This is an optimization exercise on Yosys and OpenROAD, whose aim is small area, a short achievable clock period and few clock cycles per item, not a production implementation. In this exercise RTL edits were held to simulation tests only and were not proved equivalent to the original. Power figures rest on the tool's default switching activity, not on a simulated workload.

File: flow/run.sh
#!/bin/bash
# synth_recipe.tcl (not shown) runs the flow's synth.tcl, then flattens the netlist and writes it again
# the make line also repeats each setting of config.mk as NAME=value (left out here)
make -C /OpenROAD-flow-scripts/flow DESIGN_CONFIG=/design/flow/config.mk WORK_HOME=/design/flow/orfs CLKGATE_MAP_FILE= SYNTH_SCRIPT=/design/flow/synth_recipe.tcl finish
File: flow/config.mk
export PLATFORM = sky130hd
export DESIGN_NAME = ironfe_sdb
export DESIGN_NICKNAME = ironfe_sdb
export VERILOG_FILES = /design/flow/design.v
export SDC_FILE = /design/flow/constraint.sdc
export NUM_CORES = 4
export LEC_CHECK = 0
export CAP_MARGIN = 20
export CORE_MARGIN = 2
export CORE_UTILIZATION = 40
export SLEW_MARGIN = 20
File: flow/constraint.sdc
create_clock -name core_clock -period 10.0 [get_ports {clk}]
set_input_delay 2.0000 -clock core_clock [delete_from_list [all_inputs] [get_ports {clk}]]
set_output_delay 2.0000 -clock core_clock [all_outputs]
set_load 0.01 [all_outputs]
File: flow/design.v
module ironfe_sdb (
    input  wire         clk,
    input  wire         rst,           
    input  wire         cmd_valid,
    output wire         cmd_ready,
    input  wire [103:0] cmd_word,
    output wire         rsp_valid,
    output wire [47:0]  rsp_word,
    output wire         src_ready,
    input  wire         src_valid,
    input  wire         src_eos,
    input  wire [7:0]   src_data,
    output reg          src_close,
    output wire         dst_we,
    output wire [30:0]  dst_addr,
    output wire [7:0]   dst_data
);
    localparam [2:0] P_IDLE  = 3'd0,
                     P_DRAIN = 3'd1,
                     P_FETCH = 3'd2,
                     P_COUNT = 3'd3,
                     P_FILL  = 3'd4,
                     P_RESP  = 3'd5,
                     P_START = 3'd6;
    localparam [1:0] L_UNBOUND  = 2'd0,
                     L_BOUND    = 2'd1,
                     L_DISPOSED = 2'd2;
    localparam [2:0] OP_CON_RLE = 3'd0,
                     OP_CON_BH4 = 3'd1,
                     OP_READ    = 3'd2,
                     OP_DISPOSE = 3'd3;
    localparam [2:0] E_ARG     = 3'd1,
                     E_UNSUP   = 3'd2,
                     E_RUNLIT  = 3'd3,
                     E_RUNLEN  = 3'd4,
                     E_INVCHR  = 3'd5,
                     E_NOSTART = 3'd6,
                     E_NOEND   = 3'd7;
    localparam [7:0] RLE_MARKER = 8'h90;
    localparam [7:0] BH_MARK    = 8'h3A;
    localparam [7:0] BH_LF      = 8'h0A;
    localparam [7:0] BH_CR      = 8'h0D;
    function [6:0] t6;
        input [7:0] c;
        begin
            case (c)
                8'h21: t6 = {1'b1, 6'd0};   8'h22: t6 = {1'b1, 6'd1};
                8'h23: t6 = {1'b1, 6'd2};   8'h24: t6 = {1'b1, 6'd3};
                8'h25: t6 = {1'b1, 6'd4};   8'h26: t6 = {1'b1, 6'd5};
                8'h27: t6 = {1'b1, 6'd6};   8'h28: t6 = {1'b1, 6'd7};
                8'h29: t6 = {1'b1, 6'd8};   8'h2A: t6 = {1'b1, 6'd9};
                8'h2B: t6 = {1'b1, 6'd10};  8'h2C: t6 = {1'b1, 6'd11};
                8'h2D: t6 = {1'b1, 6'd12};  8'h30: t6 = {1'b1, 6'd13};
                8'h31: t6 = {1'b1, 6'd14};  8'h32: t6 = {1'b1, 6'd15};
                8'h33: t6 = {1'b1, 6'd16};  8'h34: t6 = {1'b1, 6'd17};
                8'h35: t6 = {1'b1, 6'd18};  8'h36: t6 = {1'b1, 6'd19};
                8'h38: t6 = {1'b1, 6'd20};  8'h39: t6 = {1'b1, 6'd21};
                8'h40: t6 = {1'b1, 6'd22};  8'h41: t6 = {1'b1, 6'd23};
                8'h42: t6 = {1'b1, 6'd24};  8'h43: t6 = {1'b1, 6'd25};
                8'h44: t6 = {1'b1, 6'd26};  8'h45: t6 = {1'b1, 6'd27};
                8'h46: t6 = {1'b1, 6'd28};  8'h47: t6 = {1'b1, 6'd29};
                8'h48: t6 = {1'b1, 6'd30};  8'h49: t6 = {1'b1, 6'd31};
                8'h4A: t6 = {1'b1, 6'd32};  8'h4B: t6 = {1'b1, 6'd33};
                8'h4C: t6 = {1'b1, 6'd34};  8'h4D: t6 = {1'b1, 6'd35};
                8'h4E: t6 = {1'b1, 6'd36};  8'h50: t6 = {1'b1, 6'd37};
                8'h51: t6 = {1'b1, 6'd38};  8'h52: t6 = {1'b1, 6'd39};
                8'h53: t6 = {1'b1, 6'd40};  8'h54: t6 = {1'b1, 6'd41};
                8'h55: t6 = {1'b1, 6'd42};  8'h56: t6 = {1'b1, 6'd43};
                8'h58: t6 = {1'b1, 6'd44};  8'h59: t6 = {1'b1, 6'd45};
                8'h5A: t6 = {1'b1, 6'd46};  8'h5B: t6 = {1'b1, 6'd47};
                8'h60: t6 = {1'b1, 6'd48};  8'h61: t6 = {1'b1, 6'd49};
                8'h62: t6 = {1'b1, 6'd50};  8'h63: t6 = {1'b1, 6'd51};
                8'h64: t6 = {1'b1, 6'd52};  8'h65: t6 = {1'b1, 6'd53};
                8'h66: t6 = {1'b1, 6'd54};  8'h68: t6 = {1'b1, 6'd55};
                8'h69: t6 = {1'b1, 6'd56};  8'h6A: t6 = {1'b1, 6'd57};
                8'h6B: t6 = {1'b1, 6'd58};  8'h6C: t6 = {1'b1, 6'd59};
                8'h6D: t6 = {1'b1, 6'd60};  8'h70: t6 = {1'b1, 6'd61};
                8'h71: t6 = {1'b1, 6'd62};  8'h72: t6 = {1'b1, 6'd63};
                default: t6 = 7'd0;
            endcase
        end
    endfunction
    reg [2:0]  phase;
    reg [1:0]  life;
    reg        kind;           
    reg        cfg_b;
    reg        cfg_l;
    reg [7:0]  last;
    reg        last_valid;
    reg [7:0]  bl_len;         
    reg [15:0] acc;
    reg [3:0]  held;
    reg        eos_seen;
    reg [31:0] off;
    reg [31:0] cnt;
    reg [31:0] n;
    reg [7:0]  rem;
    reg [2:0]  rsp_code;
    reg [1:0]  rsp_sub;
    reg [7:0]  rsp_info;
    reg        rsp_is_read;
    wire [2:0]  op       = cmd_word[2:0];
    wire        fb       = cmd_word[3];
    wire        fl       = cmd_word[4];
    wire [31:0] a_cap    = cmd_word[39:8];
    wire [31:0] a_offset = cmd_word[71:40];
    wire [31:0] a_count  = cmd_word[103:72];
    wire [31:0] room     = a_cap - a_offset;
    wire        bad_off  = a_offset[31];
    wire        bad_cnt  = a_count[31];
    wire        bad_room = $signed(a_count) > $signed(room);
    assign cmd_ready = (phase == P_IDLE);
    wire   cmd_fire  = cmd_valid && cmd_ready;
    assign src_ready = (phase == P_FETCH) || (phase == P_COUNT) || (phase == P_START);
    wire   src_fire  = src_valid && src_ready;
    wire [31:0] n_inc   = n + 32'd1;
    wire        full    = (n == cnt);
    wire        full_nx = (n_inc == cnt);    
    wire [6:0]  t6_out  = t6(src_data);
    wire        t6_ok   = t6_out[6];
    wire [5:0]  sextet  = t6_out[5:0];
    wire [15:0] acc_sh  = {acc[9:0], sextet};
    wire [3:0]  held_sh = held + 4'd6;
    wire [3:0]  held_rm = held_sh - 4'd8;
    wire [15:0] acc_out = acc_sh >> held_rm;
    wire [15:0] acc_msk = (16'd1 << held_rm) - 16'd1;
    wire is_eos  = src_fire && src_eos;
    wire is_byte = src_fire && !src_eos;
    reg       emit;
    reg [7:0] emit_val;
    always @(*) begin
        emit     = 1'b0;
        emit_val = last;
        case (phase)
            P_DRAIN: begin
                emit     = 1'b1;
                emit_val = last;
            end
            P_FETCH: begin
                if (!kind) begin
                    if (is_byte && src_data != RLE_MARKER) begin
                        emit     = 1'b1;
                        emit_val = src_data;
                    end
                end else begin
                    if (is_byte && src_data != BH_LF && src_data != BH_CR &&
                        src_data != BH_MARK && t6_ok && held_sh >= 4'd8) begin
                        emit     = 1'b1;
                        emit_val = acc_out[7:0];
                    end
                end
            end
            P_COUNT: begin
                if (is_byte && src_data == 8'h00) begin
                    emit     = 1'b1;
                    emit_val = RLE_MARKER;
                end
            end
            P_FILL: begin
                if (rem != 8'd0 && !full) begin
                    emit     = 1'b1;
                    emit_val = last;
                end
            end
            default: ;
        endcase
    end
    assign dst_we   = emit;
    assign dst_data = emit_val;
    assign dst_addr = off[30:0] + n[30:0];
    assign rsp_valid = (phase == P_RESP);
    assign rsp_word  = {(rsp_is_read && rsp_code == 3'd0) ? n : 32'd0,
                        rsp_info, 3'b000, rsp_sub, rsp_code};
    always @(posedge clk) begin
        if (rst) begin
            phase       <= P_IDLE;
            life        <= L_UNBOUND;
            kind        <= 1'b0;
            cfg_b       <= 1'b0;
            cfg_l       <= 1'b0;
            last        <= 8'd0;
            last_valid  <= 1'b0;
            bl_len      <= 8'd0;
            acc         <= 16'd0;
            held        <= 4'd0;
            eos_seen    <= 1'b0;
            off         <= 32'd0;
            cnt         <= 32'd0;
            n           <= 32'd0;
            rem         <= 8'd0;
            rsp_code    <= 3'd0;
            rsp_sub     <= 2'd0;
            rsp_info    <= 8'd0;
            rsp_is_read <= 1'b0;
            src_close   <= 1'b0;
        end else begin
            src_close <= 1'b0;
            if (emit)
                n <= n_inc;
            case (phase)
                P_IDLE: begin
                    if (cmd_fire) begin
                        rsp_code    <= 3'd0;
                        rsp_sub     <= 2'd0;
                        rsp_info    <= 8'd0;
                        rsp_is_read <= 1'b0;
                        case (op)
                            OP_CON_RLE, OP_CON_BH4: begin
                                kind       <= (op == OP_CON_BH4);
                                cfg_b      <= (op == OP_CON_RLE) ? fb : 1'b0;
                                cfg_l      <= fl;
                                last       <= 8'd0;
                                last_valid <= 1'b0;
                                bl_len     <= 8'd0;
                                acc        <= 16'd0;
                                held       <= 4'd0;
                                eos_seen   <= 1'b0;
                                if (op == OP_CON_RLE) begin
                                    life  <= L_BOUND;
                                    phase <= P_RESP;
                                end else begin
                                    life  <= L_UNBOUND;
                                    phase <= P_START;
                                end
                            end
                            OP_READ: begin
                                if (bad_off || bad_cnt || bad_room) begin
                                    rsp_code <= E_ARG;
                                    rsp_sub  <= bad_off ? 2'd1 : bad_cnt ? 2'd2 : 2'd3;
                                    phase    <= P_RESP;
                                end else begin
                                    off         <= a_offset;
                                    cnt         <= a_count;
                                    n           <= 32'd0;
                                    rsp_is_read <= 1'b1;
                                    if (a_count == 32'd0)
                                        phase <= P_RESP;
                                    else if (bl_len != 8'd0)
                                        phase <= P_DRAIN;
                                    else if (kind && eos_seen)
                                        phase <= P_RESP;
                                    else
                                        phase <= P_FETCH;
                                end
                            end
                            OP_DISPOSE: begin
                                if (life == L_BOUND) begin
                                    src_close <= !cfg_l;
                                    life      <= L_DISPOSED;
                                end
                                phase <= P_RESP;
                            end
                            default: begin
                                rsp_code <= E_UNSUP;
                                phase    <= P_RESP;
                            end
                        endcase
                    end
                end
                P_DRAIN: begin
                    bl_len <= bl_len - 8'd1;
                    if (full_nx)
                        phase <= P_RESP;
                    else if (bl_len == 8'd1)
                        phase <= P_FETCH;
                end
                P_FETCH: begin
                    if (src_fire) begin
                        if (!kind) begin
                            if (src_eos) begin
                                phase <= P_RESP;                  
                            end else if (src_data == RLE_MARKER) begin
                                phase <= P_COUNT;
                            end else begin
                                last       <= src_data;           
                                last_valid <= 1'b1;
                                if (full_nx)
                                    phase <= P_RESP;
                            end
                        end else begin
                            if (src_eos) begin
                                rsp_code <= E_NOEND;              
                                phase    <= P_RESP;
                            end else if (src_data == BH_LF || src_data == BH_CR) begin
                            end else if (src_data == BH_MARK) begin
                                eos_seen <= 1'b1;                 
                                acc      <= 16'd0;
                                held     <= 4'd0;
                                phase    <= P_RESP;
                            end else if (!t6_ok) begin
                                rsp_code <= E_INVCHR;             
                                rsp_info <= src_data;
                                phase    <= P_RESP;
                            end else begin
                                if (held_sh >= 4'd8) begin
                                    held <= held_rm;
                                    acc  <= acc_sh & acc_msk;
                                    if (full_nx)
                                        phase <= P_RESP;
                                end else begin
                                    held <= held_sh;
                                    acc  <= acc_sh;
                                end
                            end
                        end
                    end
                end
                P_COUNT: begin
                    if (src_fire) begin
                        if (src_eos) begin
                            rsp_code <= E_RUNLEN;                 
                            phase    <= P_RESP;
                        end else if (src_data == 8'h00) begin
                            if (cfg_b) begin                      
                                last       <= RLE_MARKER;
                                last_valid <= 1'b1;
                            end
                            phase <= full_nx ? P_RESP : P_FETCH;
                        end else if (!last_valid) begin
                            rsp_code <= E_RUNLIT;
                            phase    <= P_RESP;
                        end else begin
                            rem   <= src_data - 8'd1;             
                            phase <= P_FILL;
                        end
                    end
                end
                P_FILL: begin
                    if (rem == 8'd0) begin
                        phase <= full ? P_RESP : P_FETCH;
                    end else if (!full) begin
                        rem <= rem - 8'd1;
                    end else begin
                        bl_len <= rem;                            
                        rem    <= 8'd0;
                        phase  <= P_RESP;
                    end
                end
                P_START: begin
                    if (src_fire) begin
                        if (!src_eos && src_data == BH_MARK) begin
                            life <= L_BOUND;
                        end else begin
                            rsp_code <= E_NOSTART;
                            rsp_info <= src_eos ? 8'd0 : src_data;
                        end
                        phase <= P_RESP;
                    end
                end
                P_RESP: begin
                    phase <= P_IDLE;
                end
                default: phase <= P_IDLE;
            endcase
        end
    end
endmodule
==> flow_summary.ini <==
[grt]
grt_max_degree = 79
grt_pass1_vias = 13234
grt_usage = 0.238
overflow = 0
antenna_found_initial = 0
grt_pass1_wl_mm = 69.6

[clock_network]
cts.clk_slew.worst_paths_ns = 0.07
root_buffer = clkbuf_16
cts_setup_buffers = 0
cts_buffer_depth = 2
postCtsHoldBufs = 0
insertion_delay_ns = 0.44
cts-buffers-inserted = 17
cts.sinks = 155
post_cts_resized = 0
cts.htree.levels = 4
cts_tree = done

[power]
powerDensity_nw_per_um2 = 138
power_uw = 2330
p_comb_frac = 0.377
power_leakage_uw = 0.00637
internal_power_uw = 1460
p_seq_frac = 0.307
switching_power_uw = 867
ir_drop_uv = 125
switching_share = 0.372
clkPwrFrac = 0.316

[synth]
yosys_register_bits = 155
synth_edf_count = 0
ys.warnings.count = 1
syn_area_um2 = 13900
async_flop_share = 0
synth.distinct_cells = 91
synthFlopType = dfxtp_1
synth_top_area_cell = dfxtp_1
ys_top_cells_by_area = dfxtp_1 22%, ha_1 10%, xnor2_1 6.8%, nor2_1 6.3%, mux2i_1 5.3%
avgSynthCellArea_um2 = 7.59
yosysSeqAreaShare = 0.223
synth_top_area_frac = 0.223
synthCells = 1837

[route]
wl_mm = 43.6
detail-route-antenna-nets = 0
vias = 13770
drc = 0
vias_per_cell = 5.66
drtPass1Iterations = 5
wl_per_cell_um = 17.9
dr.first_iter.drc_count = 767

[min_path]
min_path_type = flip-flop to flip-flop

[timing]
fin_crit_sh = 0.873
rsz0062_at_grt = false
relSlewSlack = 0.345
setup_tns_ns = 0
final_hold_viol_count = 0
fin_crit_ns = 8.73
clock.fmax_ghz = 0.115
worst_pin_slew_ns = 0.979
slew_violations = 0
finalSetupViolCount = 0
fin_skew_ns = 0.0164

[finish]
syn2layout_area_growth_pct = 20.7
multi_input_area_um2 = 10100
nets = 2198
nFillCells = 3430
antenna_cells = 0
fin_cells = 2433
finalInstanceArea_um2 = 16800
drive_gt1_frac = 0.0425
seq_area_um2 = 3100

[floorplanning]
initial_core_util = 0.404
dieArea_um2 = 36300
ioPinCount = 209
fp.dieW_um = 191
core-area_um2 = 34500
die_h_um = 191
fp-row-count = 68

[outcome]
status = no timing/DRC/antenna violations

[setup_path]
start_kind = input port
end_kind = flip-flop
arrival_ns = 9.02
worstPathRequired_ns = 10.29
critPathMaxFanout = 33
criticalPathCategory = input port to flip-flop

[place]
place.port_buffers = 202
dp_cells = 2401
place_area_um2 = 16200
gp_congestion = 0.894
dp_hpwl_mm = 33.4

[run]
drv_cap = 0
synthesized netlist by cell type, types with 13 or more instances:
library cell	count
a211oi_1	24
a21o_1	22
a21oi_1	129
a22oi_1	16
a31oi_1	20
and2_1	38
buf_2	26
clkbuf_1	65
dfxtp_1	155
ha_1	114
inv_1	87
mux2i_1	74
nand2_1	120
nand2b_1	41
nand3_1	65
nand4_1	34
nor2_1	233
nor2b_1	18
nor3_1	46
nor4_1	26
o211ai_1	13
o21a_1	20
o21ai_0	81
xnor2_1	108
xor2_1	39
sequential cells by signal, summed over array words and instances (netlist names):
register and count:
cnt 32, held 3, bl_len 8, life 2
off 31, last 8, phase 3, acc 8
cfg_l 1, last_valid 1, rsp_info 8, kind 1
rsp_sub 2, eos_seen 1, rsp_is_read 1, rem 8
cfg_b 1, n 32, rsp_code 3, src_close 1
metrics by stage:
stage / hold WS [ns] / util / worst slack (ns)
after floorplan: 0.398 / - / 3.14
after global placement: 0.412 / 0.469 / 1.02
after detailed placement: 0.422 / 0.469 / 0.846
after CTS: 0.427 / 0.488 / 1.29
after global routing: 0.460 / 0.488 / 0.973
final: 0.427 / 0.488 / 1.27
critical path: stages:
cell,delay [ns]
clkdlybuf4s50_1,0.50
ha_1,0.19
inv_1,0.06
fa_1,0.42
a211oi_1,0.32
o21a_1,0.22
nor3_1,0.08
o21a_1,0.25
o311ai_0,0.75
nand2b_1,0.13
a21o_1,0.25
mux2i_1,0.13
a2111oi_0,0.48
ha_1,0.20
nand3_1,0.09
nor4_1,0.59
and3_1,0.34
o2bb2ai_1,0.13
a31oi_1,0.05
buf_4,0.19
nor3_1,0.28
and2_4,0.55
or2_2,0.67
nor2_1,0.12
cells in the final DEF, fill, tap and decap left out, types with 34 or more instances in the layout:
cell / count
a21oi_1: 128
and2_1: 37
clkdlybuf4s50_1: 201
dfxtp_1: 155
ha_1: 114
inv_1: 87
mux2i_1: 74
nand2_1: 120
nand2b_1: 41
nand3_1: 65
nand4_1: 34
nor2_1: 233
nor3_1: 46
o21ai_0: 81
xnor2_1: 108
xor2_1: 39
worst paths after layout:
kind | from | to | slack (ns) | cells after the start
max | cmd_word[40] | n[8]$_SDFF_PP0_ | 1.27 | 24
min | cfg_l$_SDFFE_PP0P_ | src_close$_SDFF_PP0_ | 0.43 | 1
max reg2reg | held[1]$_SDFFE_PP0P_ | n[12]$_SDFF_PP0_ | 5.86 | 11
min reg2reg | cfg_l$_SDFFE_PP0P_ | src_close$_SDFF_PP0_ | 0.43 | 1
cell type report:
class	count	area share
clock buffer	19	0.0257
clock inverter	13	0.0126
inverter	90	0.0201
multi-input combinational	1489	0.598
sequential	155	0.185
tap	455	0.0339
timing repair buffer	212	0.125
layer usage:
layer	up-vias	GRT usage	share of wire
li1	6842	-	-
met1	6562	0.302	0.44
met2	325	0.423	0.50
met3	41	0.0272	0.040
met4	0	0.0659	0.018
met5	-	0	0
power groups by stage:
stage / clock network [µW] / logic [µW] / registers (µW)
finish: 736 / 879 / 714
detailed placement: 0 / 875 / 726
global placement: 0 / 865 / 726
floorplan: 0 / 623 / 696
CTS: 748 / 878 / 712
global route: 771 / 976 / 721
cells by family after synthesis:
kind of cell,count (synthesis),share of synthesized area
AOI/OAI and AO/OA,439,0.207
buffers and inverters,195,0.0572
muxes,82,0.0629
DFF,155,0.223
adders and majority gates,117,0.106
and+or+nand+nor,700,0.251
other,2,0.000539
xor gates and xnor gates,147,0.0924
Testbench counts, summed over its fixed seeds: cycles 198,193, bytes 160,962.

## separate check: timing with driven ports
Ports are ideal in the flow. The routed layout listed here was re-timed in OpenROAD. Step 1 assumes that a clkbuf_16 drives the clock port and a buf_2 every other input. Step 2 moves the port delays by t, midway between the first and last clock arrival at a register: inputs arrive t later, outputs are due t later. That takes back most of the time a late clock gives input paths. Three values: no drivers, after step 1, after step 2; two values: the first two.
shift t [ns]: 0.486
setup slack, ns: 1.268 / 1.301 / 0.815
worst setup path at the end: input to register
worst register clock-pin slew, ns: 0.07 / 0.07
worst data-port slew with drivers (ns): 0.05
After both steps setup and hold are still met in this run. For this run, drivers alone change the setup slack by +0.033 ns; drivers and shift together by -0.453 ns.
